This is an optimization exercise on Yosys and OpenROAD, whose aim is small area, a short achievable clock period and few clock cycles per item, not a production implementation. Only simulation tests tie the RTL to the original design; equivalence was not proved. Power and IR drop assume default switching activity.

$ cat design/flow/config.mk
export PLATFORM = sky130hd
export DESIGN_NAME = bcm_encoder
export DESIGN_NICKNAME = bcm_encoder
export VERILOG_FILES = /design/flow/design.v
export SDC_FILE = /design/flow/constraint.sdc
export NUM_CORES = 4
export LEC_CHECK = 0
export ABC_AREA = 1
export CAP_MARGIN = 20
export CORE_MARGIN = 2
export CORE_UTILIZATION = 40
export SLEW_MARGIN = 20
$ cat design/flow/constraint.sdc
create_clock -name core_clock -period 18.0 [get_ports {clk}]
set_input_delay 3.6000 -clock core_clock [delete_from_list [all_inputs] [get_ports {clk}]]
set_output_delay 3.6000 -clock core_clock [all_outputs]
set_load 0.01 [all_outputs]
$ cat design/flow/standard.sh
#!/bin/bash
# synth_recipe.tcl (not shown) runs the flow's synth.tcl, then flattens the netlist and writes it again
# the make line also repeats each setting of config.mk as NAME=value (left out here)
make -C /OpenROAD-flow-scripts/flow DESIGN_CONFIG=/design/flow/config.mk WORK_HOME=/design/flow/orfs CLKGATE_MAP_FILE= SYNTH_SCRIPT=/design/flow/synth_recipe.tcl "${@:-finish}"
$ cat design/flow/design.v
module bcm_gamma(v, y);
  input [7:0] v;
  wire [7:0] v;
  output [7:0] y;
  wire [7:0] y;
  wire _0_;
  wire _100_;
  wire _101_;
  wire _102_;
  wire _103_;
  wire _104_;
  wire _105_;
  wire _106_;
  wire _107_;
  wire _108_;
  wire _109_;
  wire _10_;
  wire _110_;
  wire _111_;
  wire _112_;
  wire _113_;
  wire _114_;
  wire _115_;
  wire _116_;
  wire _117_;
  wire _118_;
  wire _119_;
  wire _11_;
  wire _120_;
  wire _121_;
  wire _122_;
  wire _123_;
  wire _124_;
  wire _125_;
  wire _126_;
  wire _127_;
  wire _128_;
  wire _129_;
  wire _12_;
  wire _130_;
  wire _131_;
  wire _132_;
  wire _133_;
  wire _134_;
  wire _135_;
  wire _136_;
  wire _137_;
  wire _138_;
  wire _139_;
  wire _13_;
  wire _140_;
  wire _141_;
  wire _142_;
  wire _143_;
  wire _144_;
  wire _145_;
  wire _146_;
  wire _147_;
  wire _148_;
  wire _149_;
  wire _14_;
  wire _150_;
  wire _151_;
  wire _152_;
  wire _153_;
  wire _154_;
  wire _155_;
  wire _156_;
  wire _157_;
  wire _158_;
  wire _159_;
  wire _15_;
  wire _160_;
  wire _161_;
  wire _162_;
  wire _163_;
  wire _164_;
  wire _165_;
  wire _166_;
  wire _167_;
  wire _168_;
  wire _169_;
  wire _16_;
  wire _170_;
  wire _171_;
  wire _172_;
  wire _173_;
  wire _174_;
  wire _175_;
  wire _176_;
  wire _177_;
  wire _178_;
  wire _179_;
  wire _17_;
  wire _180_;
  wire _181_;
  wire _182_;
  wire _183_;
  wire _184_;
  wire _185_;
  wire _186_;
  wire _187_;
  wire _188_;
  wire _189_;
  wire _18_;
  wire _190_;
  wire _191_;
  wire _192_;
  wire _193_;
  wire _194_;
  wire _195_;
  wire _196_;
  wire _197_;
  wire _198_;
  wire _199_;
  wire _19_;
  wire _1_;
  wire _200_;
  wire _201_;
  wire _202_;
  wire _203_;
  wire _204_;
  wire _205_;
  wire _206_;
  wire _207_;
  wire _208_;
  wire _209_;
  wire _20_;
  wire _210_;
  wire _211_;
  wire _212_;
  wire _213_;
  wire _214_;
  wire _215_;
  wire _216_;
  wire _217_;
  wire _218_;
  wire _219_;
  wire _21_;
  wire _220_;
  wire _221_;
  wire _222_;
  wire _223_;
  wire _224_;
  wire _225_;
  wire _226_;
  wire _227_;
  wire _228_;
  wire _229_;
  wire _22_;
  wire _230_;
  wire _231_;
  wire _232_;
  wire _233_;
  wire _234_;
  wire _235_;
  wire _236_;
  wire _237_;
  wire _238_;
  wire _239_;
  wire _23_;
  wire _240_;
  wire _241_;
  wire _242_;
  wire _243_;
  wire _244_;
  wire _245_;
  wire _246_;
  wire _247_;
  wire _248_;
  wire _249_;
  wire _24_;
  wire _250_;
  wire _251_;
  wire _252_;
  wire _253_;
  wire _254_;
  wire _255_;
  wire _256_;
  wire _257_;
  wire _258_;
  wire _259_;
  wire _25_;
  wire _260_;
  wire _261_;
  wire _262_;
  wire _263_;
  wire _264_;
  wire _265_;
  wire _266_;
  wire _267_;
  wire _268_;
  wire _269_;
  wire _26_;
  wire _270_;
  wire _271_;
  wire _272_;
  wire _273_;
  wire _274_;
  wire _275_;
  wire _276_;
  wire _277_;
  wire _278_;
  wire _279_;
  wire _27_;
  wire _28_;
  wire _29_;
  wire _2_;
  wire _30_;
  wire _31_;
  wire _32_;
  wire _33_;
  wire _34_;
  wire _35_;
  wire _36_;
  wire _37_;
  wire _38_;
  wire _39_;
  wire _3_;
  wire _40_;
  wire _41_;
  wire _42_;
  wire _43_;
  wire _44_;
  wire _45_;
  wire _46_;
  wire _47_;
  wire _48_;
  wire _49_;
  wire _4_;
  wire _50_;
  wire _51_;
  wire _52_;
  wire _53_;
  wire _54_;
  wire _55_;
  wire _56_;
  wire _57_;
  wire _58_;
  wire _59_;
  wire _5_;
  wire _60_;
  wire _61_;
  wire _62_;
  wire _63_;
  wire _64_;
  wire _65_;
  wire _66_;
  wire _67_;
  wire _68_;
  wire _69_;
  wire _6_;
  wire _70_;
  wire _71_;
  wire _72_;
  wire _73_;
  wire _74_;
  wire _75_;
  wire _76_;
  wire _77_;
  wire _78_;
  wire _79_;
  wire _7_;
  wire _80_;
  wire _81_;
  wire _82_;
  wire _83_;
  wire _84_;
  wire _85_;
  wire _86_;
  wire _87_;
  wire _88_;
  wire _89_;
  wire _8_;
  wire _90_;
  wire _91_;
  wire _92_;
  wire _93_;
  wire _94_;
  wire _95_;
  wire _96_;
  wire _97_;
  wire _98_;
  wire _99_;
  wire _9_;
  assign _263_ = 4'h8 >> v[1:0];
  assign _262_ = 4'h1 >> { _263_, v[2] };
  assign _261_ = 4'h2 >> { _262_, v[3] };
  assign _260_ = 4'h2 >> v[6:5];
  assign _259_ = 4'h1 >> v[3:2];
  assign _258_ = 4'h2 >> { _259_, v[4] };
  assign _257_ = 4'h8 >> { _258_, _260_ };
  assign _256_ = 4'h8 >> { _257_, _261_ };
  assign _255_ = 4'h1 >> { v[3], v[4] };
  assign _254_ = 4'h4 >> { _255_, v[5] };
  assign _253_ = 4'h1 >> { _254_, v[6] };
  assign _252_ = 4'h1 >> { _253_, v[5] };
  assign _251_ = 4'h2 >> { _252_, v[7] };
  assign y[6] = 4'h4 >> { _251_, _256_ };
  assign _250_ = 4'h8 >> { _255_, _262_ };
  assign _249_ = 4'h2 >> { _250_, v[5] };
  assign _248_ = 4'h2 >> v[7:6];
  assign _247_ = 4'h8 >> { _248_, _249_ };
  assign _246_ = 4'h1 >> { _259_, v[4] };
  assign _245_ = 4'h2 >> { _261_, v[4] };
  assign _244_ = 4'h1 >> { _245_, _246_ };
  assign _243_ = 4'h2 >> { _244_, v[5] };
  assign _242_ = 4'h2 >> { _243_, _253_ };
  assign _241_ = 4'h8 >> { _263_, v[2] };
  assign _240_ = 4'h8 >> { _241_, v[3] };
  assign _239_ = 4'h1 >> { _240_, v[4] };
  assign _238_ = 4'h1 >> { _239_, v[5] };
  assign _237_ = 4'h4 >> { v[3], v[0] };
  assign _236_ = 4'h2 >> { _237_, v[4] };
  assign _235_ = 4'h1 >> v[1:0];
  assign _234_ = 4'h4 >> { _235_, v[2] };
  assign _233_ = 4'h8 >> { _234_, v[4] };
  assign _232_ = 4'h1 >> { _233_, _236_ };
  assign _231_ = 4'h4 >> v[1:0];
  assign _230_ = 4'h2 >> v[1:0];
  assign _229_ = 4'h4 >> { _230_, v[2] };
  assign _228_ = 4'h2 >> { v[0], v[2] };
  assign _227_ = 4'h1 >> { _228_, v[3] };
  assign _226_ = 4'h4 >> { _227_, _229_ };
  assign _225_ = 4'h4 >> { _226_, _231_ };
  assign _224_ = 4'h1 >> { _225_, _232_ };
  assign _223_ = 4'h4 >> { _259_, v[0] };
  assign _222_ = 4'h2 >> { _223_, v[4] };
  assign _221_ = 4'h2 >> { _222_, v[6] };
  assign _220_ = 4'h4 >> { _221_, _224_ };
  assign _219_ = 4'h4 >> { _220_, _238_ };
  assign _218_ = 4'h2 >> { _219_, v[7] };
  assign _217_ = 4'h4 >> { _218_, _242_ };
  assign y[5] = 4'he >> { _217_, _247_ };
  assign _216_ = 4'h1 >> { _241_, v[3] };
  assign _215_ = 4'h2 >> { _216_, v[4] };
  assign _214_ = 4'h1 >> { _215_, _255_ };
  assign _213_ = 4'h1 >> { _214_, v[5] };
  assign _212_ = 4'h2 >> { _246_, v[5] };
  assign _211_ = 4'h4 >> { _212_, _261_ };
  assign _210_ = 4'h1 >> { _211_, _213_ };
  assign _209_ = 4'h1 >> { _210_, v[6] };
  assign _208_ = 4'h2 >> { _235_, v[2] };
  assign _207_ = 4'h1 >> { _208_, v[3] };
  assign _206_ = 4'h1 >> { _207_, _261_ };
  assign _205_ = 4'h1 >> { _208_, _234_ };
  assign _204_ = 4'h1 >> { v[1], v[2] };
  assign _203_ = 4'h2 >> { _204_, _205_ };
  assign _202_ = 4'h8 >> { _203_, v[3] };
  assign _201_ = 4'h1 >> { _202_, _206_ };
  assign _200_ = 4'h1 >> { _201_, v[4] };
  assign _199_ = 4'h1 >> { _235_, _263_ };
  assign _198_ = 4'h1 >> { _199_, v[4] };
  assign _197_ = 4'h2 >> { _198_, v[3] };
  assign _196_ = 4'h1 >> { _197_, v[5] };
  assign _195_ = 4'h4 >> { _196_, _200_ };
  assign _194_ = 4'h2 >> { _234_, v[3] };
  assign _193_ = 4'h2 >> { _233_, v[5] };
  assign _192_ = 4'h4 >> { _193_, _194_ };
  assign _191_ = 4'h2 >> { _192_, v[6] };
  assign _190_ = 4'h4 >> { _191_, _195_ };
  assign _189_ = 4'h1 >> { _190_, _209_ };
  assign _188_ = 4'h2 >> { _189_, v[7] };
  assign _187_ = 4'h2 >> { _215_, _249_ };
  assign _186_ = 4'h4 >> { _248_, _254_ };
  assign _185_ = 4'h4 >> { _186_, _187_ };
  assign y[4] = 4'he >> { _185_, _188_ };
  assign _184_ = 4'h8 >> { v[1], v[2] };
  assign _183_ = 4'h1 >> { _184_, _262_ };
  assign _182_ = 4'h1 >> { _235_, v[3] };
  assign _181_ = 4'h4 >> { _182_, _183_ };
  assign _180_ = 4'h8 >> { _183_, v[3] };
  assign _179_ = 4'h1 >> { _180_, v[4] };
  assign _178_ = 4'h4 >> { _179_, _181_ };
  assign _177_ = 4'h4 >> { _178_, _234_ };
  assign _176_ = 4'h1 >> { _207_, v[4] };
  assign _175_ = 4'h1 >> { _176_, _177_ };
  assign _174_ = 4'h8 >> { _184_, v[3] };
  assign _173_ = 4'h1 >> { _174_, _175_ };
  assign _172_ = 4'h2 >> { _215_, v[5] };
  assign _171_ = 4'h4 >> { _172_, _173_ };
  assign _170_ = 4'h1 >> { _171_, _213_ };
  assign _169_ = 4'h2 >> { _170_, v[6] };
  assign _168_ = 4'h1 >> { _169_, _257_ };
  assign _167_ = 4'h1 >> { _168_, v[7] };
  assign _166_ = 4'h1 >> { _175_, _205_ };
  assign _165_ = 4'h4 >> { _216_, _262_ };
  assign _164_ = 4'h2 >> { _165_, v[4] };
  assign _163_ = 4'h2 >> { _199_, v[2] };
  assign _162_ = 4'h1 >> { _163_, _229_ };
  assign _161_ = 4'h1 >> { _162_, v[3] };
  assign _160_ = 4'h2 >> { _161_, v[4] };
  assign _159_ = 4'h1 >> { _160_, _164_ };
  assign _158_ = 4'h4 >> { _235_, v[3] };
  assign _157_ = 4'h1 >> { _158_, v[2] };
  assign _156_ = 4'h1 >> { _157_, _159_ };
  assign _155_ = 4'h1 >> { _156_, _166_ };
  assign _154_ = 4'h2 >> { _155_, v[5] };
  assign _153_ = 4'h4 >> { _164_, v[2] };
  assign _152_ = 4'h2 >> { _204_, v[3] };
  assign _151_ = 4'h4 >> { _152_, _241_ };
  assign _150_ = 4'h2 >> { _151_, _176_ };
  assign _149_ = 4'h1 >> { _150_, v[5] };
  assign _148_ = 4'h4 >> { _149_, _153_ };
  assign _147_ = 4'h2 >> { _148_, v[6] };
  assign _146_ = 4'h4 >> { _147_, _154_ };
  assign _145_ = 4'h8 >> { _201_, v[4] };
  assign _144_ = 4'h1 >> { _216_, _255_ };
  assign _143_ = 4'h4 >> { _144_, _145_ };
  assign _142_ = 4'h1 >> { _143_, v[5] };
  assign _141_ = 4'h1 >> { _152_, _259_ };
  assign _140_ = 4'h1 >> { _141_, v[4] };
  assign _139_ = 4'h8 >> { _206_, v[4] };
  assign _138_ = 4'h1 >> { _139_, _140_ };
  assign _137_ = 4'h2 >> { _138_, v[5] };
  assign _136_ = 4'h1 >> { _137_, v[6] };
  assign _135_ = 4'h4 >> { _136_, _142_ };
  assign _134_ = 4'h2 >> { _135_, v[7] };
  assign _133_ = 4'h4 >> { _134_, _146_ };
  assign y[3] = 4'he >> { _133_, _167_ };
  assign _132_ = 4'h4 >> { _162_, _235_ };
  assign _131_ = 4'h2 >> { _132_, v[3] };
  assign _130_ = 4'h4 >> { _199_, v[3] };
  assign _129_ = 4'h2 >> { _130_, v[4] };
  assign _128_ = 4'h4 >> { _129_, _131_ };
  assign _127_ = 4'h4 >> { v[0], v[2] };
  assign _126_ = 4'h1 >> { _127_, _228_ };
  assign _125_ = 4'h8 >> { _126_, v[3] };
  assign _124_ = 4'h1 >> { _125_, _163_ };
  assign _123_ = 4'h4 >> { _124_, _203_ };
  assign _122_ = 4'h1 >> { _123_, v[3] };
  assign _121_ = 4'h4 >> { v[3], v[1] };
  assign _120_ = 4'h1 >> { _121_, _228_ };
  assign _119_ = 4'h4 >> { _120_, _122_ };
  assign _118_ = 4'h2 >> { _119_, v[3] };
  assign _117_ = 4'h8 >> { _199_, v[2] };
  assign _116_ = 4'h2 >> { _117_, _182_ };
  assign _115_ = 4'h2 >> { _116_, v[4] };
  assign _114_ = 4'h4 >> { _115_, _118_ };
  assign _113_ = 4'h1 >> { _114_, _128_ };
  assign _112_ = 4'h1 >> { _113_, _230_ };
  assign _111_ = 4'h8 >> { _125_, _199_ };
  assign _110_ = 4'h1 >> { _111_, v[4] };
  assign _109_ = 4'h4 >> { _110_, _123_ };
  assign _108_ = 4'h1 >> { _109_, _112_ };
  assign _107_ = 4'h2 >> { _108_, v[5] };
  assign _106_ = 4'h1 >> { _122_, v[4] };
  assign _105_ = 4'h4 >> { _106_, _118_ };
  assign _104_ = 4'h8 >> { v[3], v[1] };
  assign _103_ = 4'h2 >> { _104_, _129_ };
  assign _102_ = 4'h4 >> { _103_, _184_ };
  assign _101_ = 4'h1 >> { _102_, v[5] };
  assign _100_ = 4'h4 >> { _101_, _105_ };
  assign _99_ = 4'h2 >> { _100_, v[6] };
  assign _98_ = 4'h4 >> { _99_, _107_ };
  assign _97_ = 4'h4 >> { _203_, _261_ };
  assign _96_ = 4'h2 >> { _203_, v[3] };
  assign _95_ = 4'h2 >> { _96_, v[4] };
  assign _94_ = 4'h4 >> { _95_, _97_ };
  assign _93_ = 4'h1 >> { _116_, v[4] };
  assign _92_ = 4'h4 >> { _93_, _96_ };
  assign _91_ = 4'h2 >> { _92_, v[5] };
  assign _90_ = 4'h4 >> { _91_, _94_ };
  assign _89_ = 4'h4 >> { _164_, _202_ };
  assign _88_ = 4'h1 >> { v[2], v[4] };
  assign _87_ = 4'h1 >> { _88_, v[5] };
  assign _86_ = 4'h4 >> { _87_, _89_ };
  assign _85_ = 4'h1 >> { _86_, v[6] };
  assign _84_ = 4'h4 >> { _85_, _90_ };
  assign _83_ = 4'h1 >> { _84_, _98_ };
  assign _82_ = 4'h2 >> { _83_, v[7] };
  assign _81_ = 4'h2 >> { _184_, _194_ };
  assign _80_ = 4'h1 >> { _81_, _175_ };
  assign _264_ = 4'h8 >> v[3:2];
  assign _265_ = 4'h2 >> { _264_, _164_ };
  assign _266_ = 4'h2 >> { _265_, v[5] };
  assign _267_ = 4'h4 >> { _266_, _80_ };
  assign _268_ = 4'h1 >> { _267_, _142_ };
  assign _269_ = 4'h2 >> { _268_, v[6] };
  assign _270_ = 4'h2 >> { _240_, _258_ };
  assign _271_ = 4'h2 >> { _208_, _255_ };
  assign _272_ = 4'h2 >> { _271_, _260_ };
  assign _273_ = 4'h4 >> { _272_, _270_ };
  assign _274_ = 4'h1 >> { _273_, v[7] };
  assign _275_ = 4'h4 >> { _274_, _269_ };
  assign y[2] = 4'h1 >> { _275_, _82_ };
  assign _276_ = 4'h4 >> { _103_, _119_ };
  assign _277_ = 4'h2 >> { _177_, v[5] };
  assign _278_ = 4'h4 >> { _277_, _276_ };
  assign _279_ = 4'h2 >> { _86_, v[6] };
  assign _0_ = 4'h4 >> { _279_, _278_ };
  assign _1_ = 4'h2 >> { _151_, _258_ };
  assign _2_ = 4'h2 >> { _1_, v[5] };
  assign _3_ = 4'h4 >> { _2_, _200_ };
  assign _4_ = 4'h8 >> { _194_, v[4] };
  assign _5_ = 4'h4 >> { _4_, v[5] };
  assign _6_ = 4'h1 >> { _5_, v[6] };
  assign _7_ = 4'h4 >> { _6_, _3_ };
  assign _8_ = 4'h1 >> { _7_, v[7] };
  assign _9_ = 4'h4 >> { _8_, _0_ };
  assign _10_ = 4'h1 >> { v[1], v[4] };
  assign _11_ = 4'h1 >> { _10_, v[5] };
  assign _12_ = 4'h4 >> { _11_, _128_ };
  assign _13_ = 4'h4 >> { _231_, v[2] };
  assign _14_ = 4'h2 >> { _13_, _162_ };
  assign _15_ = 4'h2 >> { _14_, _222_ };
  assign _16_ = 4'h4 >> { _110_, _161_ };
  assign _17_ = 4'h1 >> { _16_, _15_ };
  assign _18_ = 4'h2 >> { _17_, v[5] };
  assign _19_ = 4'h1 >> { _18_, v[6] };
  assign _20_ = 4'h4 >> { _19_, _12_ };
  assign _21_ = 4'h1 >> { _184_, v[5] };
  assign _22_ = 4'h8 >> { _21_, v[0] };
  assign _23_ = 4'h1 >> { _21_, v[0] };
  assign _24_ = 4'h2 >> { _23_, v[3] };
  assign _25_ = 4'h4 >> { _24_, _22_ };
  assign _26_ = 4'h1 >> { _226_, v[4] };
  assign _27_ = 4'h4 >> { _26_, _25_ };
  assign _28_ = 4'h1 >> { v[1], v[5] };
  assign _29_ = 4'h2 >> { _28_, _126_ };
  assign _30_ = 4'h2 >> { _29_, _182_ };
  assign _31_ = 4'h2 >> { _30_, _236_ };
  assign _32_ = 4'h2 >> { _31_, v[6] };
  assign _33_ = 4'h4 >> { _32_, _27_ };
  assign _34_ = 4'h2 >> { _33_, v[7] };
  assign _35_ = 4'h4 >> { _34_, _20_ };
  assign y[1] = 4'he >> { _35_, _9_ };
  assign _36_ = 4'h2 >> { _128_, _160_ };
  assign _37_ = 4'h1 >> { _116_, v[1] };
  assign _38_ = 4'h1 >> { _37_, v[4] };
  assign _39_ = 4'h1 >> { _38_, v[5] };
  assign _40_ = 4'h4 >> { _39_, _36_ };
  assign _41_ = 4'h8 >> { _126_, _182_ };
  assign _42_ = 4'h2 >> { _41_, _124_ };
  assign _43_ = 4'h1 >> { _42_, v[4] };
  assign _44_ = 4'h2 >> { _224_, v[5] };
  assign _45_ = 4'h4 >> { _44_, _43_ };
  assign _46_ = 4'h1 >> { _45_, _40_ };
  assign _47_ = 4'h2 >> { _46_, v[6] };
  assign _48_ = 4'h2 >> { _166_, v[5] };
  assign _49_ = 4'h4 >> { _48_, _114_ };
  assign _50_ = 4'h2 >> { _4_, _238_ };
  assign _51_ = 4'h1 >> { _50_, v[6] };
  assign _52_ = 4'h4 >> { _51_, _49_ };
  assign _53_ = 4'h1 >> { _52_, _47_ };
  assign _54_ = 4'h1 >> { _53_, v[7] };
  assign _55_ = 4'h2 >> { _230_, v[3] };
  assign _56_ = 4'h8 >> { _55_, _14_ };
  assign _57_ = 4'h1 >> { _41_, v[4] };
  assign _58_ = 4'h4 >> { _57_, _56_ };
  assign _59_ = 4'h1 >> { _58_, v[6] };
  assign _60_ = 4'h4 >> { _59_, _112_ };
  assign _61_ = 4'h2 >> { _145_, v[6] };
  assign _62_ = 4'h8 >> { _61_, _175_ };
  assign _63_ = 4'h2 >> { _62_, v[5] };
  assign _64_ = 4'h4 >> { _63_, _60_ };
  assign _65_ = 4'h1 >> { _94_, _139_ };
  assign _66_ = 4'h1 >> { _65_, _183_ };
  assign _67_ = 4'h2 >> { _178_, v[6] };
  assign _68_ = 4'h4 >> { _67_, _66_ };
  assign _69_ = 4'h8 >> { _216_, v[0] };
  assign _70_ = 4'h2 >> { _125_, v[4] };
  assign _71_ = 4'h4 >> { _70_, _69_ };
  assign _72_ = 4'h4 >> { v[0], v[4] };
  assign _73_ = 4'h1 >> { _72_, v[6] };
  assign _74_ = 4'h4 >> { _73_, _71_ };
  assign _75_ = 4'h1 >> { _74_, v[5] };
  assign _76_ = 4'h4 >> { _75_, _68_ };
  assign _77_ = 4'h2 >> { _76_, v[7] };
  assign _78_ = 4'h4 >> { _77_, _64_ };
  assign y[0] = 4'h1 >> { _78_, _54_ };
  assign _79_ = 4'h1 >> { _256_, v[6] };
  assign y[7] = 4'h2 >> { _79_, v[7] };
endmodule
module bcm_lidx(p, y);
  input [6:0] p;
  wire [6:0] p;
  output [7:0] y;
  wire [7:0] y;
  wire _0_;
  wire _10_;
  wire _11_;
  wire _12_;
  wire _13_;
  wire _14_;
  wire _15_;
  wire _16_;
  wire _17_;
  wire _18_;
  wire _19_;
  wire _1_;
  wire _20_;
  wire _21_;
  wire _22_;
  wire _23_;
  wire _24_;
  wire _25_;
  wire _26_;
  wire _27_;
  wire _28_;
  wire _29_;
  wire _2_;
  wire _30_;
  wire _31_;
  wire _32_;
  wire _33_;
  wire _34_;
  wire _35_;
  wire _36_;
  wire _37_;
  wire _38_;
  wire _39_;
  wire _3_;
  wire _40_;
  wire _41_;
  wire _42_;
  wire _43_;
  wire _44_;
  wire _45_;
  wire _46_;
  wire _47_;
  wire _48_;
  wire _49_;
  wire _4_;
  wire _50_;
  wire _51_;
  wire _52_;
  wire _53_;
  wire _54_;
  wire _55_;
  wire _56_;
  wire _57_;
  wire _58_;
  wire _59_;
  wire _5_;
  wire _60_;
  wire _61_;
  wire _62_;
  wire _63_;
  wire _64_;
  wire _65_;
  wire _66_;
  wire _67_;
  wire _68_;
  wire _69_;
  wire _6_;
  wire _70_;
  wire _71_;
  wire _72_;
  wire _73_;
  wire _74_;
  wire _75_;
  wire _76_;
  wire _77_;
  wire _78_;
  wire _79_;
  wire _7_;
  wire _80_;
  wire _81_;
  wire _8_;
  wire _9_;
  assign _49_ = 4'h4 >> { _50_, _59_ };
  assign _48_ = 4'h2 >> { _49_, p[6] };
  assign _47_ = 4'h8 >> { _48_, p[5] };
  assign _46_ = 4'h4 >> { _66_, p[2] };
  assign _45_ = 4'h2 >> { _46_, p[4] };
  assign _44_ = 4'h8 >> { _45_, _49_ };
  assign _43_ = 4'h2 >> { _45_, p[5] };
  assign _42_ = 4'h1 >> { _43_, _48_ };
  assign _41_ = 4'h4 >> { _42_, _44_ };
  assign y[6] = 4'h1 >> { _41_, _47_ };
  assign _40_ = 4'h8 >> { _45_, p[5] };
  assign _39_ = 4'h1 >> { _40_, p[6] };
  assign _38_ = 4'h8 >> { _39_, _49_ };
  assign _37_ = 4'h1 >> { _39_, _49_ };
  assign y[5] = 4'h1 >> { _37_, _38_ };
  assign _36_ = 4'h4 >> { y[6], p[0] };
  assign _35_ = 4'h1 >> { _52_, p[4] };
  assign _34_ = 4'h4 >> { p[1], p[2] };
  assign _33_ = 4'h4 >> { _34_, _35_ };
  assign _32_ = 4'h4 >> { _33_, _36_ };
  assign _31_ = 4'h2 >> { _64_, p[0] };
  assign _30_ = 4'h2 >> { _31_, p[2] };
  assign _29_ = 4'h4 >> { _30_, _66_ };
  assign _28_ = 4'h4 >> { _64_, p[0] };
  assign _27_ = 4'h4 >> { _28_, p[5] };
  assign _26_ = 4'h1 >> { _27_, _46_ };
  assign _25_ = 4'h4 >> { _26_, _29_ };
  assign _24_ = 4'h1 >> { _25_, p[5] };
  assign _23_ = 4'h4 >> { _56_, p[6] };
  assign _22_ = 4'h1 >> { _23_, _35_ };
  assign _21_ = 4'h4 >> { _22_, _24_ };
  assign _20_ = 4'h1 >> { _21_, _32_ };
  assign _19_ = 4'h4 >> { _20_, _55_ };
  assign _18_ = 4'h1 >> { p[3], p[5] };
  assign _17_ = 4'h1 >> { _18_, _52_ };
  assign _16_ = 4'h8 >> { p[1], p[2] };
  assign _15_ = 4'h1 >> { _16_, _17_ };
  assign _14_ = 4'h1 >> { _15_, _54_ };
  assign _13_ = 4'h8 >> { _14_, _19_ };
  assign _12_ = 4'h8 >> p[6:5];
  assign _11_ = 4'h1 >> { _12_, _14_ };
  assign _10_ = 4'h4 >> { _11_, _19_ };
  assign y[4] = 4'he >> { _10_, _13_ };
  assign _9_ = 4'h8 >> { _55_, _66_ };
  assign _8_ = 4'h1 >> { _25_, p[4] };
  assign _7_ = 4'h1 >> { _8_, _9_ };
  assign y[3] = 4'h8 >> { _7_, _20_ };
  assign _6_ = 4'h8 >> { _30_, _65_ };
  assign _5_ = 4'h2 >> { _32_, _61_ };
  assign _4_ = 4'h1 >> { _65_, p[2] };
  assign _3_ = 4'h1 >> { _4_, _31_ };
  assign _2_ = 4'h4 >> { _3_, _28_ };
  assign _1_ = 4'h8 >> { _2_, p[4] };
  assign _0_ = 4'h4 >> { _31_, p[2] };
  assign _81_ = 4'h1 >> { _0_, p[5] };
  assign _80_ = 4'h4 >> { _81_, _1_ };
  assign _79_ = 4'h4 >> { _80_, _5_ };
  assign _78_ = 4'h2 >> { p[3], p[1] };
  assign _77_ = 4'h2 >> { _78_, p[4] };
  assign _76_ = 4'h1 >> { _77_, _2_ };
  assign _75_ = 4'h1 >> { _76_, _1_ };
  assign _74_ = 4'h8 >> { _46_, p[0] };
  assign _73_ = 4'h2 >> { _74_, p[5] };
  assign _72_ = 4'h4 >> { _73_, _75_ };
  assign _71_ = 4'h1 >> { _72_, _79_ };
  assign _70_ = 4'h1 >> { _71_, _6_ };
  assign y[2] = 4'h1 >> { _70_, _47_ };
  assign y[7] = 4'h1 >> { _39_, _47_ };
  assign _69_ = 4'h1 >> { p[6], p[3] };
  assign _68_ = 4'h8 >> { _69_, _67_ };
  assign y[0] = 4'h2 >> { _68_, y[7] };
  assign _67_ = 4'h1 >> { p[0], p[2] };
  assign _66_ = 4'h1 >> { p[3], p[1] };
  assign _65_ = 4'h8 >> { p[3], p[1] };
  assign _64_ = 4'h1 >> { _65_, _66_ };
  assign _63_ = 4'h2 >> { _64_, _67_ };
  assign _62_ = 4'h1 >> { _66_, _67_ };
  assign _61_ = 4'h1 >> { _62_, _63_ };
  assign _60_ = 4'h2 >> { _61_, p[3] };
  assign _59_ = 4'h2 >> { _60_, p[4] };
  assign _58_ = 4'h2 >> { p[1], p[2] };
  assign _57_ = 4'h4 >> { _58_, p[0] };
  assign _56_ = 4'h2 >> { _57_, p[5] };
  assign _55_ = 4'h8 >> { _56_, p[2] };
  assign _54_ = 4'h8 >> p[3:2];
  assign _53_ = 4'h4 >> { _54_, p[4] };
  assign _52_ = 4'h8 >> { p[3], p[5] };
  assign _51_ = 4'h1 >> { _52_, _53_ };
  assign _50_ = 4'h4 >> { _51_, _55_ };
  assign y[1] = y[0];
endmodule
module bcm_encoder (
    input  wire        clk,
    input  wire        rst,
    input  wire        cmd_valid,
    output wire        cmd_ready,
    input  wire [1:0]  cmd_op,
    input  wire [2:0]  cmd_t,
    input  wire [1:0]  cmd_mode,
    input  wire [5:0]  cmd_x,
    input  wire [3:0]  cmd_row,
    input  wire [23:0] cmd_top,
    input  wire [23:0] cmd_bot,
    input  wire [31:0] cmd_val,
    output wire        wr_valid,
    input  wire        wr_ready,
    output wire [12:0] wr_addr,
    output wire [15:0] wr_data,
    output wire        rsp_valid,
    output wire [7:0]  rsp_data
);
    localparam [1:0] OP_ENCODE = 2'd0;
    localparam [1:0] OP_SETBRIGHT = 2'd1;
    localparam [1:0] OP_GETBRIGHT = 2'd2;
    reg [6:0] percent;
    reg [6:0] duty;
    reg       rsp_q;
    reg [47:0] c_ring;      
    reg [2:0]  c_ph;        
    reg        c_done;      
    reg        c_free;      
    wire       c_busy = !c_free;
    reg        c_set;       
    reg [1:0]  c_mode;
    reg [2:0]  c_t;
    reg [5:0]  c_x;
    reg [3:0]  c_row;
    reg [47:0] o_ch;        
    reg        o_valid;
    reg [2:0]  o_j;
    reg [3:0]  o_row;
    reg [5:1]  o_x;
    reg        o_x0n;       
    reg [2:0]  o_s;         
    reg [3:0]  o_a;         
    reg        o_lat;
    reg        o_oe;
    wire take = cmd_valid && c_free;
    wire xfer = o_valid && wr_ready;
    wire o_last = o_valid && (o_j == 3'd7);
    wire o_room = !o_valid || (o_last && wr_ready);
    wire aligned = (c_ph == 3'd0);
    wire c_gam = (c_mode != 2'd0) && !c_set;
    wire move  = c_busy && !c_set && aligned && (c_done || !c_gam) && o_room;
    wire apply = c_busy && c_set && aligned && c_done && o_room;
    wire       val_big = (|cmd_val[30:7]) || (cmd_val[6:0] > 7'd100);
    wire [6:0] val_clamp = cmd_val[31] ? 7'd0 : (val_big ? 7'd100 : cmd_val[6:0]);
    wire [47:0] ring_in = {cmd_bot[7:0], cmd_bot[15:8], cmd_bot[23:16],
                           cmd_top[7:0], cmd_top[15:8],
                           (cmd_op == OP_SETBRIGHT) ? {1'b0, val_clamp} : cmd_top[23:16]};
    wire [7:0] s_idx;
    bcm_lidx u_lidx (.p(c_ring[6:0]), .y(s_idx));
    wire       s_first = c_busy && c_set && (c_ph == 3'd0) && !c_done;
    wire [7:0] gam_out;
    bcm_gamma u_gam (.v(c_ring[7:0]), .y(gam_out));
    wire [7:0] rot_in = s_first ? s_idx : (c_gam && !c_done) ? gam_out : c_ring[7:0];
    wire [6:0] s_lin = {1'b0, c_ring[7:2]} + {6'd0, (c_ring[1:0] != 2'd0)};
    wire [6:0] s_cb  = {1'b0, gam_out[7:2]} + {6'd0, gam_out[1]};
    wire [6:0] duty_new = (c_mode == 2'd0) ? s_lin :
                          (c_mode == 2'd2 && percent != 7'd0 && s_cb == 7'd0) ? 7'd1 : s_cb;
    wire        oe_m = (c_x == 6'd0) || (c_x == 6'd63) || ({1'b0, c_x} >= duty);
    wire [6:0]  oe_thr = (o_s != 3'd0) ? (duty >> o_s) : duty;  
    wire [5:0]  o_xf = {o_x, ~o_x0n};
    wire        oe_n = (o_xf == 6'd0) || o_lat || ({1'b0, o_xf} >= oe_thr);
    always @(posedge clk) begin
        if (c_free) begin
            c_ring <= ring_in;
            c_ph <= 3'd0;
            c_done <= 1'b0;
        end else begin
            c_ring <= {rot_in, c_ring[47:8]};
            c_ph <= (c_ph >= 3'd5) ? 3'd0 : c_ph + 3'd1;
            if (c_ph == 3'd5)
                c_done <= 1'b1;
        end
        if (c_free) begin
            c_set <= (cmd_op == OP_SETBRIGHT);
            c_mode <= cmd_mode;
            c_t <= cmd_t;
            c_x <= cmd_x;
            c_row <= cmd_row;
        end
        if (move) begin
            o_ch <= c_ring;
            o_row <= c_row;
            o_x <= c_x[5:1];
            o_x0n <= ~c_x[0];
            o_s <= c_t;
            o_a <= c_row - 4'd1;
            o_lat <= (c_x == 6'd63);
        end else if (xfer) begin
            o_ch <= {1'b0, o_ch[47:41], 1'b0, o_ch[39:33], 1'b0, o_ch[31:25],
                     1'b0, o_ch[23:17], 1'b0, o_ch[15:9], 1'b0, o_ch[7:1]};
            o_a <= o_row;
            if (o_s != 3'd0)
                o_s <= o_s - 3'd1;
        end
        if (move)
            o_oe <= oe_m;
        else if (xfer)
            o_oe <= oe_n;
        if (move)
            o_j <= 3'd0;
        else if (xfer)
            o_j <= o_j + 3'd1;
        if (s_first)
            percent <= c_ring[6:0];
        if (apply)
            duty <= duty_new;
        if (rst) begin
            c_free <= 1'b1;
            o_valid <= 1'b0;
            rsp_q <= 1'b0;
            percent <= 7'd100;
            duty <= 7'd64;
        end else begin
            if (take && (cmd_op == OP_ENCODE || cmd_op == OP_SETBRIGHT)) begin
                c_free <= 1'b0;
            end else if (move || apply) begin
                    c_free <= 1'b1;
            end
            if (move)
                o_valid <= 1'b1;
            else if (o_last && wr_ready)
                o_valid <= 1'b0;
            rsp_q <= take && (cmd_op == OP_SETBRIGHT || cmd_op == OP_GETBRIGHT);
        end
    end
    assign cmd_ready = c_free;
    assign wr_valid = o_valid;
    assign wr_addr = {o_row, o_j, o_x, o_x0n};
    assign wr_data = {4'b0000, o_a, o_oe, o_lat,
                      o_ch[40], o_ch[32], o_ch[24], o_ch[16], o_ch[8], o_ch[0]};
    assign rsp_valid = rsp_q;
    assign rsp_data = {1'b0, percent};
endmodule
$ cat design/flow/flow/run.sh
#!/bin/bash
# ORFS layout through the standard.sh, with these changes to how it is made:
#  - synthesis: the standard script, but ABC maps the logic with an area
#    script (strash; dch -f; amap), Yosys does not extract half/full adders and
#    inserts no buffers between register outputs and output ports (the port
#    buffers below are still inserted). Registers are mapped before ABC runs,
#    so they are the standard ones;
#  - port buffers are sky130_fd_sc_hd__buf_1 instead of the default delay buffer;
#  - CTS uses sky130_fd_sc_hd__clkbuf_8 and inserts no dummy loads;
#  - timing repair aims for a setup slack margin of 13 ns (the SDC is unchanged).
# Each step's full output goes to a log file in this folder.
set -euo pipefail
W=$PWD
rm -rf "$W/scripts_area"
cp -r "$FLOW_HOME/scripts" "$W/scripts_area"
printf 'strash\ndch -f\namap\ntopo\n' > "$W/scripts_area/abc_area.script"
export BUFFER_PORTS_ARGS="-buffer_cell sky130_fd_sc_hd__buf_1"
export CTS_ARGS="-sink_clustering_enable -repair_clock_nets -dont_use_dummy_load -root_buf sky130_fd_sc_hd__clkbuf_8 -buf_list sky130_fd_sc_hd__clkbuf_4"
export SETUP_SLACK_MARGIN=13
bash standard.sh SCRIPTS_DIR="$W/scripts_area" ADDER_MAP_FILE= SYNTH_INSBUF=0 synth > flow_synth.log 2>&1
bash standard.sh > flow_layout.log 2>&1
==> run notes, run 1 <==
- From left edge to right edge, the die measures 139.1 um.
- By area the synthesized netlist is led by sky130_fd_sc_hd__edfxtp_1 34%, sky130_fd_sc_hd__dfxtp_1 20%, sky130_fd_sc_hd__o22a_1 8.4%, sky130_fd_sc_hd__nor2_1 7.5%, sky130_fd_sc_hd__a21oi_1 3.6%.
- STA puts the critical path data arrival time at 5010 ps.
- The kind of critical path is in2reg.
- The count of nets left with antenna violations once routing finished came out at 0.
- The number of port buffers is around 140.
- In the final layout, the share of cells above drive strength 1 is ~5.4%.
- The relative max-transition margin is 28.96%.
- The global-route usage over all layers is 21.74%.
- Relative to the synthesized area, the layout overhead comes to 16.52%.
- The post-synthesis sequential area ratio is 53.89%.
- The clock period minus final worst setup slack is around 4900 ps.
- The max-capacitance violation count is 0.
- The total die area is 19,340 sq um.
- No sink is reached through more buffers than the 2 on the longest clock path.
- Overall power consumption after layout is estimated at about 0.75 mW.
- The run finished with no timing, DRC or antenna violations.
- In the synthesized netlist the async set-or-reset flop fraction comes to 0%.
- The mean instance size in the synthesized netlist is 9.759 sq um.
- The top cell type by total area after synthesis is sky130_fd_sc_hd__edfxtp_1.
- The root buffer cell chosen for the clock tree is sky130_fd_sc_hd__clkbuf_8.
- The slew at the pin with the worst max-slew slack is 1062 ps.
- The initial antenna violation count came to 0.
- Synthesis produced a netlist whose cell count is ~750.
- The path class of the tightest hold or removal check is reg2reg.
- The vias per cell is 5.811.
- The via count of the first global-routing pass was 6,144.
- The routed design has 21.44 mm of wire.
- STA puts the critical path data required time at 18,120 ps.
- The worst-case clock skew is around 45 ps.
- Entering global routing, the biggest net connects 62 pins.
- Counting the fill cells in the layout gives between 1,500 and 2,000.
- The number of failing setup endpoints in the final timing report is 0.
- Measured along the y axis, the die boundary spans 139.1 um.
- Clock-pin slew was measured on the worst setup and hold paths at about 90 ps.
- The total inserted antenna cells is 0.
- The congestion estimate from routability-driven global placement came to between 0.9 and 1.
- Synthesis inferred between 150 and 200 register bits.
- In the routed design, unresolved DRC markers number 0.
- For this run, the post-layout net count is between 1,000 and 1,500.
- In the synthesized netlist, the cells that appear most often are 146 x sky130_fd_sc_hd__nor2_1, 83 x sky130_fd_sc_hd__edfxtp_1, 72 x sky130_fd_sc_hd__dfxtp_1, 70 x sky130_fd_sc_hd__o22a_1, 58 x sky130_fd_sc_hd__clkinv_1.
- At the later pin of the worst-skew pair, clock insertion delay measures between 400 and 500 ps.
- For this block, the via count after detailed routing is 6,665.
- The H-tree was split into 4 levels.
- The period utilization is 27.18%.
- The number of hold violations in the final report is 0.
- Based on the critical path, the design can be clocked at up to 0.2044 GHz.
- The total power density per cell area is 87.74 nW/um^2.
- IR analysis of the VDD net gives a maximum drop of 0.04451 mV.
- Counting flops with a built-in enable in the synthesized netlist gives 83.
- The first-iteration detailed-routing DRC count is 529.
- CTS saw between 150 and 200 sinks.
- Yosys instantiated no cell more often than sky130_fd_sc_hd__nor2_1.
- STA classifies the critical path endpoint as a flop.
- The effective utilization at floorplan is between 40% and 50%.
- The routed length per instance is 18.69 um.
- In the final timing run, aggregate negative setup slack is 0 ps.
- The summed instance area of the synthesized netlist is 7300 sq um.
- After the flow finishes, the layout carries non-filler instances totaling 1,147.
- The number of clock buffers added by TritonCTS is 17.
- The row count is 49.
- The biggest fanout along the worst timing path is 47.
- The first global-routing pass estimated 33.33 mm of wire.
- Once placement completed, the tool counted placed cells totaling between 1,000 and 1,500.
- The final count of pins violating max slew is 0.
- Of the post-synthesis cell area, the dominant cell type holds between 30% and 40%.
- TritonCTS built the clock tree.
- The detailed-placement wirelength estimate is 14.74 mm.
- The launching element type of the critical path is an input port.
- After floorplanning, the core was sized to cover 17,960 sq um.
- For this design, the CTS-stage hold fixing added 0 buffers.
- For this design the top-level I/O count stands at approximately 140.
- In this run the static leakage power is 2.759 nW.
- The count of different cell masters after synthesis is 48.
- Before antenna repair, the detailed router went through 6 iterations.
- Setup repair after global routing could not meet its margin everywhere.
- For this run, the number of Yosys warnings is 1.
- The total congestion overflow after global routing is 0.
- Among all flip-flop cells after synthesis, the most frequent one is sky130_fd_sc_hd__edfxtp_1.
==> per-stage QoR <==
step	hold WS (ps)	area, sq um	utilization [%]	setup slack, ps
floorplan	417.0	7352	-	11830
CTS	442.3	8418	46.86	13030
global route	455.8	8506	47.35	13020
finish	443.7	8506	47.35	13110
global placement	431.2	8220	45.76	11760
detailed placement	434.3	8220	45.76	11700
==> worst max-delay path, stage by stage <==
cell and delay, ps:
sky130_fd_sc_hd__buf_1 110, sky130_fd_sc_hd__and3_4 210, sky130_fd_sc_hd__nand2_2 60, sky130_fd_sc_hd__o21a_1 220, sky130_fd_sc_hd__nor2_4 220, sky130_fd_sc_hd__buf_12 220
sky130_fd_sc_hd__clkinv_16 140, sky130_fd_sc_hd__a21boi_4 190
==> flip-flops by register name, indices dropped and copies added, names as in the netlist, 3 cells and up <==
register / cells
duty: 7
o_ch: 48
c_row: 4
o_s: 3
c_t: 3
o_x: 5
o_row: 4
percent: 7
c_ring: 48
o_a: 4
c_ph: 3
c_x: 6
o_j: 3
==> cells by family (layout without fill, tap and decap cells) <==
logic type             count (synthesis)  in the layout  synth area share, %
AOI/OAI and AO/OA                    276            276                27.44
buffers and inverters                 58            224                2.983
DFF                                  155            155                53.89
other                                  1              5              0.05137
and+or+nand+nor                      258            258                15.63
==> where the power goes <==
part / total [mW] / switching (mW) / internal, mW / leakage, nW
Combinational: 0.177 / 0.112 / 0.0658 / 1.31
Sequential: 0.422 / 0.0224 / 0.400 / 1.37
Clock: 0.147 / 0.100 / 0.0464 / 0.0808
==> final cells by class <==
| class | instances | area, sq um | area share, % |
|---|---|---|---|
| well taps | 229 | 286.5 | 3.369 |
| inverters | 58 | 256.5 | 3.016 |
| multi-input cells | 539 | 3221 | 37.86 |
| repair buffers | 149 | 666.9 | 7.841 |
| clock buffers | 17 | 133.9 | 1.574 |
| flip-flops and latches | 155 | 3941 | 46.34 |
==> cells in the final DEF (no fill, tap or decap), types with 6 or more instances in the layout <==
| master | n |
|---|---|
| sky130_fd_sc_hd__buf_4 | 11 |
| sky130_fd_sc_hd__nor3_1 | 23 |
| sky130_fd_sc_hd__clkbuf_4 | 16 |
| sky130_fd_sc_hd__a21oi_1 | 52 |
| sky130_fd_sc_hd__nor2_1 | 143 |
| sky130_fd_sc_hd__clkinv_1 | 53 |
| sky130_fd_sc_hd__edfxtp_1 | 83 |
| sky130_fd_sc_hd__dfxtp_1 | 68 |
| sky130_fd_sc_hd__a221oi_1 | 10 |
| sky130_fd_sc_hd__a211oi_1 | 9 |
| sky130_fd_sc_hd__nor4_1 | 10 |
| sky130_fd_sc_hd__buf_1 | 135 |
| sky130_fd_sc_hd__o22ai_1 | 8 |
| sky130_fd_sc_hd__o21ai_0 | 46 |
| sky130_fd_sc_hd__o22a_1 | 70 |
| sky130_fd_sc_hd__a31oi_1 | 12 |
| sky130_fd_sc_hd__nor2b_1 | 10 |
| sky130_fd_sc_hd__o21a_1 | 8 |
| sky130_fd_sc_hd__o221a_1 | 6 |
| sky130_fd_sc_hd__nand2_1 | 33 |
| sky130_fd_sc_hd__o32a_1 | 15 |
| sky130_fd_sc_hd__or2_0 | 12 |
==> timing repair <==
item | in CTS | in global routing
buffers inserted | 0 | 3
pin swaps | 0 | 0
endpoints found under the setup margin | 60 | 6
cloned | 1 | 1
gates resized for setup | 7 | 12
==> worst paths after layout <==
path                                 start          to  slack, ps  cells after the start
worst min register to register  c_ring[39]  c_ring[31]        440                      2
worst max register to register   c_ring[1]     duty[0]      13460                     23
worst min-delay path            c_ring[39]  c_ring[31]        440                      2
worst max-delay path              wr_ready      o_s[1]      13110                      8
==> routing by layer <==
metal | part of all wire, % | vias to the layer above | GRT usage [%] | routed length [um]
met1 | 46 | 3133 | 31.87 | 9914
met3 | 7.1 | 32 | 3.971 | 1520
li1 | - | 3212 | - | -
met2 | 45 | 288 | 32.64 | 9546
met5 | 0 | - | 0 | 0
met4 | 2.1 | 0 | 7.018 | 454
Testbench counts, summed over its fixed seeds: cycles 131,262, items 16,384.
==> run 2: changes to the inputs <==
--- a/design/flow/flow/run.sh
+++ b/design/flow/flow/run.sh
@@ -15,7 +15,7 @@
 cp -r "$FLOW_HOME/scripts" "$W/scripts_area"
 printf 'strash\ndch -f\namap\ntopo\n' > "$W/scripts_area/abc_area.script"
 export BUFFER_PORTS_ARGS="-buffer_cell sky130_fd_sc_hd__buf_1"
-export CTS_ARGS="-sink_clustering_enable -repair_clock_nets -dont_use_dummy_load -root_buf sky130_fd_sc_hd__clkbuf_8 -buf_list sky130_fd_sc_hd__clkbuf_4"
+export CTS_ARGS="-sink_clustering_enable -repair_clock_nets -dont_use_dummy_load -buf_list sky130_fd_sc_hd__clkbuf_8"
 export SETUP_SLACK_MARGIN=13
 bash standard.sh SCRIPTS_DIR="$W/scripts_area" ADDER_MAP_FILE= SYNTH_INSBUF=0 synth > flow_synth.log 2>&1
 bash standard.sh > flow_layout.log 2>&1
==> run notes, run 2 <==
- Status: no timing/DRC/antenna violations (unchanged).
- Setup repair after global routing missed its margin: false (was true).
- The terminus of the critical flop-to-flop path is duty[0] (unchanged).
- Most numerous cell types in the synthesized netlist: 146 x sky130_fd_sc_hd__nor2_1, 83 x sky130_fd_sc_hd__edfxtp_1, 72 x sky130_fd_sc_hd__dfxtp_1, 70 x sky130_fd_sc_hd__o22a_1, 58 x sky130_fd_sc_hd__clkinv_1 (unchanged).
- The XOR/XNOR share of the synthesized area is 0% (unchanged).
- The detailed-placement wirelength estimate is 14.74 mm (unchanged).
- The clock root buffer master is sky130_fd_sc_hd__clkbuf_8 (unchanged).
- The count of fill cells added during filler insertion is 1,779 (was 1,805).
- The highest clock rate is 0.2055 GHz (was 0.2044 GHz).
- The count of different cell masters after synthesis was 48 (unchanged).
- The data required time of the critical path came to 18,370 ps (was 18,120 ps).
- The post-synthesis sequential area ratio is 53.89% (unchanged).
- The signal arrival time at the worst endpoint is 5240 ps (was 5010 ps).
- The launching element type of the critical path is an input port (unchanged).
- The simple-gate share of the synthesized area is 15.63% (unchanged).
- The source of the worst hold timing path is c_ring[39] (unchanged).
- The largest net degree at the start of global routing is 62 (unchanged).
- The fraction of registers with async set or reset after synthesis came to 0% (unchanged).
- The mean instance size in the synthesized netlist is 9.759 sq um (unchanged).
- The worst-case hold path end point was c_ring[31] (unchanged).
- The routed length per instance is 18.68 um (was 18.69 um).
- The row count came to 49 (unchanged).
- The total inserted antenna cells is 0 (unchanged).
- The total power density per cell area came to 91.71 nW/um^2 (was 87.74 nW/um^2).
- The number of clock sinks is 155 (unchanged).
- The number of buffers created by CTS was 17 (unchanged).
- The most common library cell in the layout ignoring fill and taps is sky130_fd_sc_hd__nor2_1 (unchanged).
- The die outline width was 139.1 um (unchanged).
- The first-iteration detailed-routing DRC count is 515 (was 529).
- The clock period minus final worst setup slack came to 4865 ps (was 4892 ps).
- The class of the tightest hold or removal check is reg2reg (unchanged).
- The launching point of the worst reg2reg path is c_ring[1] (unchanged).
- The boundary pin count is 141 (unchanged).
- The number of buffers added to fix hold violations after cts is 0 (unchanged).
- The portion of netlist area occupied by mux cells came to 0% (unchanged).
- The number of cells in the finished layout apart from fillers is 1,147 (unchanged).
- The synthesis-stage register bit count was 155 (unchanged).
- The via count of the first global-routing pass was 6,136 (was 6,144).
- The CTS tree is done (unchanged).
- The primary flip-flop cell chosen by synthesis mapping is sky130_fd_sc_hd__edfxtp_1 (unchanged).
- Synth top area cells: sky130_fd_sc_hd__edfxtp_1 34%, sky130_fd_sc_hd__dfxtp_1 20%, sky130_fd_sc_hd__o22a_1 8.4%, sky130_fd_sc_hd__nor2_1 7.5%, sky130_fd_sc_hd__a21oi_1 3.6% (unchanged).
- The total negative slack for setup checks is 0 ps (unchanged).
- The peak supply drop is 0.05227 mV (was 0.04451 mV).
- The cell total after placement was 1,125 (unchanged).
- The initial antenna violation count is 0 (unchanged).
- The total detailed-routing wirelength is 21.43 mm (was 21.44 mm).
- Top flop regs: c_ring x48, o_ch x48 (unchanged).
- The cell count after synthesis is 748 (unchanged).
- The area growth from synthesis to layout was 17.90% (was 16.52%).
- The count of flip-flops with a built-in enable after synthesis was 83 (unchanged).
- The biggest fanout along the worst timing path is 10 (was 47).
- The area fraction in compound gates after synthesis came to 27.44% (unchanged).
- The area share of the largest cell type after synthesis is 34.14% (unchanged).
- The number of port buffers is 135 (unchanged).
- The total of warnings raised by yosys is 1 (unchanged).
- The arithmetic-cell share of the synthesized area counting full adders, half adders and majority gates was 0% (unchanged).
- The worst hold margin is 440.7 ps (was 443.7 ps).
- The hold-critical path depth is 2 (unchanged).
- The worst-case clock skew is 28.32 ps (was 44.90 ps).
- The total die area is 19,340 sq um (unchanged).
- The total leakage power is 2.800 nW (was 2.759 nW).
- The top cell type by total area after synthesis is sky130_fd_sc_hd__edfxtp_1 (unchanged).
- The worst-case clock buffer depth was 2 (unchanged).
- The number of hold violations in the final report is 0 (unchanged).
- The max-capacitance violation count came to 0 (unchanged).
- The clock transition at the registers of the reported paths was 70 ps (was 90 ps).
- The number of H-tree branching levels is 4 (unchanged).
- The summed instance area of the synthesized netlist is 7300 sq um (unchanged).
- The share of post-route cells with drive strength above 1 is 5.447% (unchanged).
- Commonest cells after routing, fill and taps aside: 143 x sky130_fd_sc_hd__nor2_1, 135 x sky130_fd_sc_hd__buf_1, 83 x sky130_fd_sc_hd__edfxtp_1, 70 x sky130_fd_sc_hd__o22a_1, 68 x sky130_fd_sc_hd__dfxtp_1 (unchanged).
- The weighted congestion reported at the end of routability-driven placement is 0.9044 (unchanged).
- The number of remaining DRC errors is 0 (unchanged).
- The vertical extent of the die is 139.1 um (unchanged).
- The number of failing setup endpoints in the final timing report is 0 (unchanged).
- The residual antenna-violating net count after detailed routing is 0 (unchanged).
- The worst-case register-to-register setup slack is 13,450 ps (was 13,460 ps).
- The kind of critical path is in2reg (unchanged).
- The relative max-transition margin is 29.59% (was 28.96%).
- The source-to-sink clock delay at the later pin of the worst-skew pair is 440 ps (was 430 ps).
- The vias per cell was 5.799 (was 5.811).
- The largest family of logic cells by synthesized area is compound AO/OA/AOI/OAI gates (unchanged).
- The net count reported at finish is 1,021 (unchanged).
- The number of detailed-route iterations in the first pass came to 5 (was 6).
- The element type at the critical path end is a flop (unchanged).
- The wire length of the first global-routing pass is 33.51 mm (was 33.33 mm).
- The most used standard cell by instance count after synthesis is sky130_fd_sc_hd__nor2_1 (unchanged).
- The area of the core is 17,960 sq um (unchanged).
- The slew at the pin with the worst max-slew slack is 1048 ps (was 1062 ps).
- The global-route usage over all layers was 21.82% (was 21.74%).
- The length in cells of the worst reg-to-reg path is 23 (unchanged).
- The final count of pins violating max slew is 0 (unchanged).
- The number of vias in the routed layout is 6,651 (was 6,665).
- The effective utilization at floorplan is 40.64% (unchanged).
- The total congestion overflow after global routing came to 0 (unchanged).
- The period utilization was 27.03% (was 27.18%).
run 2: cell counts after synthesis:
Identical to the previous run, type by type.
run 2: worst max path at each step:
stage	from	endpoint	slack, ps
after global routing	wr_ready	duty[4]	13030
after global placement	wr_ready	o_s[0]	11760
after floorplan	wr_ready	o_s[0]	11830
after detailed placement	wr_ready	o_s[1]	11700
after CTS	wr_ready	o_s[1]	13050
final	wr_ready	duty[4]	13130
run 2: cells by family (layout without fill, tap and decap cells):
logic type / after synthesis / after routing
buffers and inverters: 58 / 224
and+or+nand+nor: 258 / 258
other: 1 / 5
DFF: 155 / 155
AOI/OAI and AO/OA: 276 / 276
run 2: power by group:
group	internal (mW)	switching (mW)	total, mW
registers	0.400	0.0224	0.423
logic	0.0658	0.111	0.177
clock network	0.0832	0.106	0.189
run 2: cell type report:
cell class / instances / area, sq um / share of cell area, %
sequential: 155 / 3941 / 45.80
inverter: 58 / 256.5 / 2.981
multi-input combinational: 539 / 3221 / 37.42
timing repair buffer: 149 / 666.9 / 7.749
tap: 229 / 286.5 / 3.329
clock buffer: 17 / 234.0 / 2.719
run 2: worst max-delay path: stages:
cell and delay (ps):
sky130_fd_sc_hd__buf_1 110, sky130_fd_sc_hd__and3_4 210, sky130_fd_sc_hd__nand2_2 60, sky130_fd_sc_hd__o21a_1 220, sky130_fd_sc_hd__nor3b_1 260, sky130_fd_sc_hd__buf_4 210, sky130_fd_sc_hd__clkinv_1 170, sky130_fd_sc_hd__a211oi_2 240
sky130_fd_sc_hd__a21oi_1 60, sky130_fd_sc_hd__nor2_1 80
run 2: what timing repair did:
item,in CTS,in global routing
resized for setup,7,12
endpoints found under the setup margin,59,7
setup buffers,0,3
gates cloned,1,1
hold endpoints to repair,0,0
run 2: layer usage:
metal	wire length, um	track usage [%]	share of wire [%]	vias to the layer above
met1	9993	32.00	47	3141
met4	440	6.858	2.1	0
met5	0	0	0	-
met3	1391	3.971	6.5	31
li1	-	-	-	3217
met2	9604	32.85	45	262
run 2: through the flow:
| stage | total power, mW | cell area [sq um] | setup slack, ps | util (%) |
|---|---|---|---|---|
| floorplan | 0.5390 | 7352 | 11830 | - |
| global placement | 0.5995 | 8220 | 11760 | 45.76 |
| detailed placement | 0.5987 | 8220 | 11700 | 45.76 |
| CTS | 0.7897 | 8518 | 13050 | 47.42 |
| global route | 0.8291 | 8606 | 13030 | 47.91 |
| finish | 0.7893 | 8606 | 13130 | 47.91 |
==> run 3: changes to the inputs <==
--- a/design/flow/design.v
+++ b/design/flow/design.v
@@ -797,13 +797,15 @@
     reg        o_lat;
     reg        o_oe;
     wire take = cmd_valid && c_free;
-    wire xfer = o_valid && wr_ready;
     wire o_last = o_valid && (o_j == 3'd7);
-    wire o_room = !o_valid || (o_last && wr_ready);
+    wire o_adv  = !o_valid || wr_ready;
+    wire o_load = !o_valid || (o_j == 3'd7);
+    wire o_free = !o_valid || (o_j == 3'd7);
     wire aligned = (c_ph == 3'd0);
     wire c_gam = (c_mode != 2'd0) && !c_set;
-    wire move  = c_busy && !c_set && aligned && (c_done || !c_gam) && o_room;
-    wire apply = c_busy && c_set && aligned && c_done && o_room;
+    wire mv_rdy = c_busy && !c_set && aligned && (c_done || !c_gam);
+    wire move  = mv_rdy && o_adv && o_load;
+    wire apply = c_busy && c_set && aligned && c_done && o_free;
     wire       val_big = (|cmd_val[30:7]) || (cmd_val[6:0] > 7'd100);
     wire [6:0] val_clamp = cmd_val[31] ? 7'd0 : (val_big ? 7'd100 : cmd_val[6:0]);
     wire [47:0] ring_in = {cmd_bot[7:0], cmd_bot[15:8], cmd_bot[23:16],
@@ -841,29 +843,27 @@
             c_x <= cmd_x;
             c_row <= cmd_row;
         end
-        if (move) begin
-            o_ch <= c_ring;
-            o_row <= c_row;
-            o_x <= c_x[5:1];
-            o_x0n <= ~c_x[0];
-            o_s <= c_t;
-            o_a <= c_row - 4'd1;
-            o_lat <= (c_x == 6'd63);
-        end else if (xfer) begin
-            o_ch <= {1'b0, o_ch[47:41], 1'b0, o_ch[39:33], 1'b0, o_ch[31:25],
-                     1'b0, o_ch[23:17], 1'b0, o_ch[15:9], 1'b0, o_ch[7:1]};
-            o_a <= o_row;
-            if (o_s != 3'd0)
-                o_s <= o_s - 3'd1;
+        if (o_adv) begin
+            if (o_load) begin
+                o_ch <= c_ring;
+                o_row <= c_row;
+                o_x <= c_x[5:1];
+                o_x0n <= ~c_x[0];
+                o_s <= c_t;
+                o_a <= c_row - 4'd1;
+                o_lat <= (c_x == 6'd63);
+                o_oe <= oe_m;
+                o_j <= 3'd0;
+            end else begin
+                o_ch <= {1'b0, o_ch[47:41], 1'b0, o_ch[39:33], 1'b0, o_ch[31:25],
+                         1'b0, o_ch[23:17], 1'b0, o_ch[15:9], 1'b0, o_ch[7:1]};
+                o_a <= o_row;
+                if (o_s != 3'd0)
+                    o_s <= o_s - 3'd1;
+                o_oe <= oe_n;
+                o_j <= o_j + 3'd1;
+            end
         end
-        if (move)
-            o_oe <= oe_m;
-        else if (xfer)
-            o_oe <= oe_n;
-        if (move)
-            o_j <= 3'd0;
-        else if (xfer)
-            o_j <= o_j + 3'd1;
         if (s_first)
             percent <= c_ring[6:0];
         if (apply)
@@ -880,10 +880,8 @@
             end else if (move || apply) begin
                     c_free <= 1'b1;
             end
-            if (move)
-                o_valid <= 1'b1;
-            else if (o_last && wr_ready)
-                o_valid <= 1'b0;
+            if (o_adv && o_load)
+                o_valid <= mv_rdy;
             rsp_q <= take && (cmd_op == OP_SETBRIGHT || cmd_op == OP_GETBRIGHT);
         end
     end
--- a/design/flow/flow/run.sh
+++ b/design/flow/flow/run.sh
@@ -16,6 +16,6 @@
 printf 'strash\ndch -f\namap\ntopo\n' > "$W/scripts_area/abc_area.script"
 export BUFFER_PORTS_ARGS="-buffer_cell sky130_fd_sc_hd__buf_1"
 export CTS_ARGS="-sink_clustering_enable -repair_clock_nets -dont_use_dummy_load -buf_list sky130_fd_sc_hd__clkbuf_8"
-export SETUP_SLACK_MARGIN=13
+export SETUP_SLACK_MARGIN=13.5
 bash standard.sh SCRIPTS_DIR="$W/scripts_area" ADDER_MAP_FILE= SYNTH_INSBUF=0 synth > flow_synth.log 2>&1
 bash standard.sh > flow_layout.log 2>&1
==> run notes, run 3 <==
- The biggest fanout along the worst timing path came to 7 (was 10).
- Top flop regs: c_ring x48, o_ch x48 (unchanged).
- The signal arrival time at the worst endpoint was 5090 ps (was 5240 ps).
- The count of different cell masters after synthesis is 43 (was 48).
- The area growth from synthesis to layout is 22.64% (was 17.90%).
- The number of cells in the finished layout apart from fillers is 1,171 (was 1,147).
- The weighted congestion reported at the end of routability-driven placement is 0.9344 (was 0.9044).
- The source of the worst hold timing path is c_ph[0] (was c_ring[39]).
- Commonest cells after routing, fill and taps aside: 139 x sky130_fd_sc_hd__nor2_1, 104 x sky130_fd_sc_hd__buf_1, 86 x sky130_fd_sc_hd__edfxtp_1, 72 x sky130_fd_sc_hd__o22a_1, 56 x sky130_fd_sc_hd__dfxtp_1 (was 143 x sky130_fd_sc_hd__nor2_1, 135 x sky130_fd_sc_hd__buf_1, 83 x sky130_fd_sc_hd__edfxtp_1, 70 x sky130_fd_sc_hd__o22a_1, 68 x sky130_fd_sc_hd__dfxtp_1).
- The number of failing setup endpoints in the final timing report is 0 (unchanged).
- The synthesis-stage register bit count came to 155 (unchanged).
- The data required time of the critical path is 18,370 ps (about the same).
- The share of post-route cells with drive strength above 1 was 12.96% (was 5.447%).
- The total leakage power was 3.198 nW (was 2.800 nW).
- The wire length of the first global-routing pass came to 34.46 mm (was 33.51 mm).
- The source-to-sink clock delay at the later pin of the worst-skew pair is 460 ps (was 440 ps).
- The number of remaining DRC errors came to 0 (unchanged).
- The worst-case register-to-register setup slack is 13,600 ps (was 13,450 ps).
- The kind of critical path is in2reg (unchanged).
- The primary flip-flop cell chosen by synthesis mapping is sky130_fd_sc_hd__edfxtp_1 (unchanged).
- The largest net degree at the start of global routing came to 57 (was 62).
- The length in cells of the worst reg-to-reg path is 24 (was 23).
- Setup repair after global routing missed its margin: true (was false).
- The total power density per cell area is 97.52 nW/um^2 (was 91.71 nW/um^2).
- The post-synthesis sequential area ratio came to 54.26% (was 53.89%).
- The first-iteration detailed-routing DRC count was 569 (was 515).
- The number of port buffers is 135 (unchanged).
- The terminus of the critical flop-to-flop path is duty[0] (unchanged).
- The detailed-placement wirelength estimate is 14.44 mm (was 14.74 mm).
- Most numerous cell types in the synthesized netlist: 144 x sky130_fd_sc_hd__nor2_1, 86 x sky130_fd_sc_hd__edfxtp_1, 72 x sky130_fd_sc_hd__o22a_1, 69 x sky130_fd_sc_hd__dfxtp_1, 54 x sky130_fd_sc_hd__clkinv_1 (was 146 x sky130_fd_sc_hd__nor2_1, 83 x sky130_fd_sc_hd__edfxtp_1, 72 x sky130_fd_sc_hd__dfxtp_1, 70 x sky130_fd_sc_hd__o22a_1, 58 x sky130_fd_sc_hd__clkinv_1).
- The critical path endpoint is c_ring[1] (was duty[4]).
- The period utilization was 26.23% (was 27.03%).
- The residual antenna-violating net count after detailed routing is 0 (unchanged).
- The number of detailed-route iterations in the first pass is 6 (was 5).
- The class of the tightest hold or removal check is reg2reg (unchanged).
- The number of hold violations in the final report is 0 (unchanged).
- The number of buffers created by CTS came to 17 (unchanged).
- The routed length per instance is 19.01 um (was 18.68 um).
- The slew at the pin with the worst max-slew slack is 911.4 ps (was 1048 ps).
- Status: no timing/DRC/antenna violations (unchanged).
- The area share of the largest cell type after synthesis is 35.35% (was 34.14%).
- The CTS tree is done (unchanged).
- The total negative slack for setup checks is 0 ps (unchanged).
- The number of buffers added to fix hold violations after cts is 0 (unchanged).
- The peak supply drop was 0.05877 mV (was 0.05227 mV).
- The clock transition at the registers of the reported paths is 70 ps (about the same).
- The worst-case clock skew is 27.91 ps (was 28.32 ps).
- The most used standard cell by instance count after synthesis was sky130_fd_sc_hd__nor2_1 (unchanged).
- The effective utilization at floorplan came to 40.67% (was 40.64%).
- The total detailed-routing wirelength is 22.26 mm (was 21.43 mm).
- The mean instance size in the synthesized netlist is 9.820 sq um (was 9.759 sq um).
- The element type at the critical path end is a flop (unchanged).
- The fraction of registers with async set or reset after synthesis is 0% (unchanged).
- The boundary pin count is 141 (unchanged).
- The total of warnings raised by yosys came to 1 (unchanged).
- The summed instance area of the synthesized netlist is 7306 sq um (was 7300 sq um).
- The initial antenna violation count came to 0 (unchanged).
- The row count was 49 (unchanged).
- The via count of the first global-routing pass is 6,414 (was 6,136).
- The vertical extent of the die is 139.1 um (about the same).
- The cell count after synthesis is 744 (was 748).
- The worst-case clock buffer depth is 2 (unchanged).
- The relative max-transition margin is 39.16% (was 29.59%).
- The global-route usage over all layers came to 22.49% (was 21.82%).
- The clock period minus final worst setup slack was 4721 ps (was 4865 ps).
- The number of vias in the routed layout is 6,869 (was 6,651).
- The most common library cell in the layout ignoring fill and taps is sky130_fd_sc_hd__nor2_1 (unchanged).
- The total congestion overflow after global routing is 0 (unchanged).
- The launching element type of the critical path was an input port (unchanged).
- The count of flip-flops with a built-in enable after synthesis is 86 (was 83).
- The clock root buffer master was sky130_fd_sc_hd__clkbuf_8 (unchanged).
-- run 3: changes by cell type in the layout (fill, tap and decap cells not counted), moves of 5 or more --
cell and change:
sky130_fd_sc_hd__nor3b_1 -5, sky130_fd_sc_hd__clkbuf_2 +19, sky130_fd_sc_hd__buf_1 -31, sky130_fd_sc_hd__dfxtp_1 -12, sky130_fd_sc_hd__nor3_1 -7, sky130_fd_sc_hd__a221oi_1 -5, sky130_fd_sc_hd__buf_6 +9, sky130_fd_sc_hd__a21oi_1 -12
sky130_fd_sc_hd__nand2_1 +6, sky130_fd_sc_hd__buf_4 +27, sky130_fd_sc_hd__dfxtp_2 +8, sky130_fd_sc_hd__o21ai_0 +5
-- run 3: timing repair --
action,4_1_cts,5_1_grt
pin swaps,2,5
gates resized for setup,43,35
setup buffers,19,12
endpoints found under the setup margin,58,45
cloned,2,0
-- run 3: how the worst min path moves through the flow --
| stage | to | slack, ps | cells after the start |
|---|---|---|---|
| 2_1_floorplan | c_ph[0] | 420 | 1 |
| 3_3_place_gp | c_ph[0] | 430 | 1 |
| 3_5_place_dp | c_ph[0] | 440 | 1 |
| 4_1_cts | c_ph[0] | 450 | 1 |
| 5_1_grt | o_row[1] | 480 | 0 |
| 6_report | c_ph[0] | 450 | 1 |
-- run 3: final cells by class --
cell class              instances  area, sq um
fillers                      1721         9004
flip-flops and latches        155         3985
multi-input cells             539         3254
repair buffers                176        979.7
well taps                     229        286.5
clock buffers                  17        234.0
inverters                      54        217.7
diodes                          1        2.502
-- run 3: critical path: stages --
cell and delay [ps]:
sky130_fd_sc_hd__buf_1 80, sky130_fd_sc_hd__o21a_1 180, sky130_fd_sc_hd__o311a_1 280, sky130_fd_sc_hd__or3_4 410
sky130_fd_sc_hd__buf_4 150, sky130_fd_sc_hd__nor3b_2 200, sky130_fd_sc_hd__o32a_1 180
-- run 3: where the power goes --
group | switching, mW | internal, mW | total [mW]
clock network | 0.112 | 0.0833 | 0.195
registers | 0.0306 | 0.425 | 0.456
logic | 0.133 | 0.0898 | 0.223
total | 0.276 | 0.598 | 0.874
-- run 3: metrics by stage --
stage / area (sq um) / utilization [%] / power [mW] / worst slack [ps]
after floorplan: 7351 / - / 0.5920 / 13040
after global placement: 8212 / 45.71 / 0.6640 / 12640
after detailed placement: 8212 / 45.71 / 0.6627 / 12630
after CTS: 8778 / 48.87 / 0.8693 / 13320
after global routing: 8957 / 49.86 / 0.9184 / 13240
final: 8960 / 49.88 / 0.8738 / 13280
-- run 3: logic make-up (layout without fill, tap and decap cells) --
kind of cell | after synthesis | count (layout) | synth area share [%]
other cells | 1 | 6 | 0.05133
compound gates | 273 | 273 | 27.16
simple gates | 261 | 261 | 15.76
flops | 155 | 155 | 54.26
buf+inv | 54 | 247 | 2.774
-- run 3: layer usage --
layer / global-route usage (%) / up-vias / share of wire [%]
met3: 5.836 / 33 / 7.4
met4: 6.752 / 0 / 1.9
met2: 36.09 / 337 / 47
li1: - / 3268 / -
met1: 30.08 / 3231 / 44
met5: 0 / - / 0
Testbench counts of run 3, summed over its fixed seeds: cycles 131,262, items 16,384.

Check on run 3: ideal ports give 13.279 ns setup slack; a clkbuf_16 on the clock port and buf_2 on the inputs give 13.300 ns; moving port delays by the midpoint clock arrival (0.485 ns) as well gives 12.815 ns.
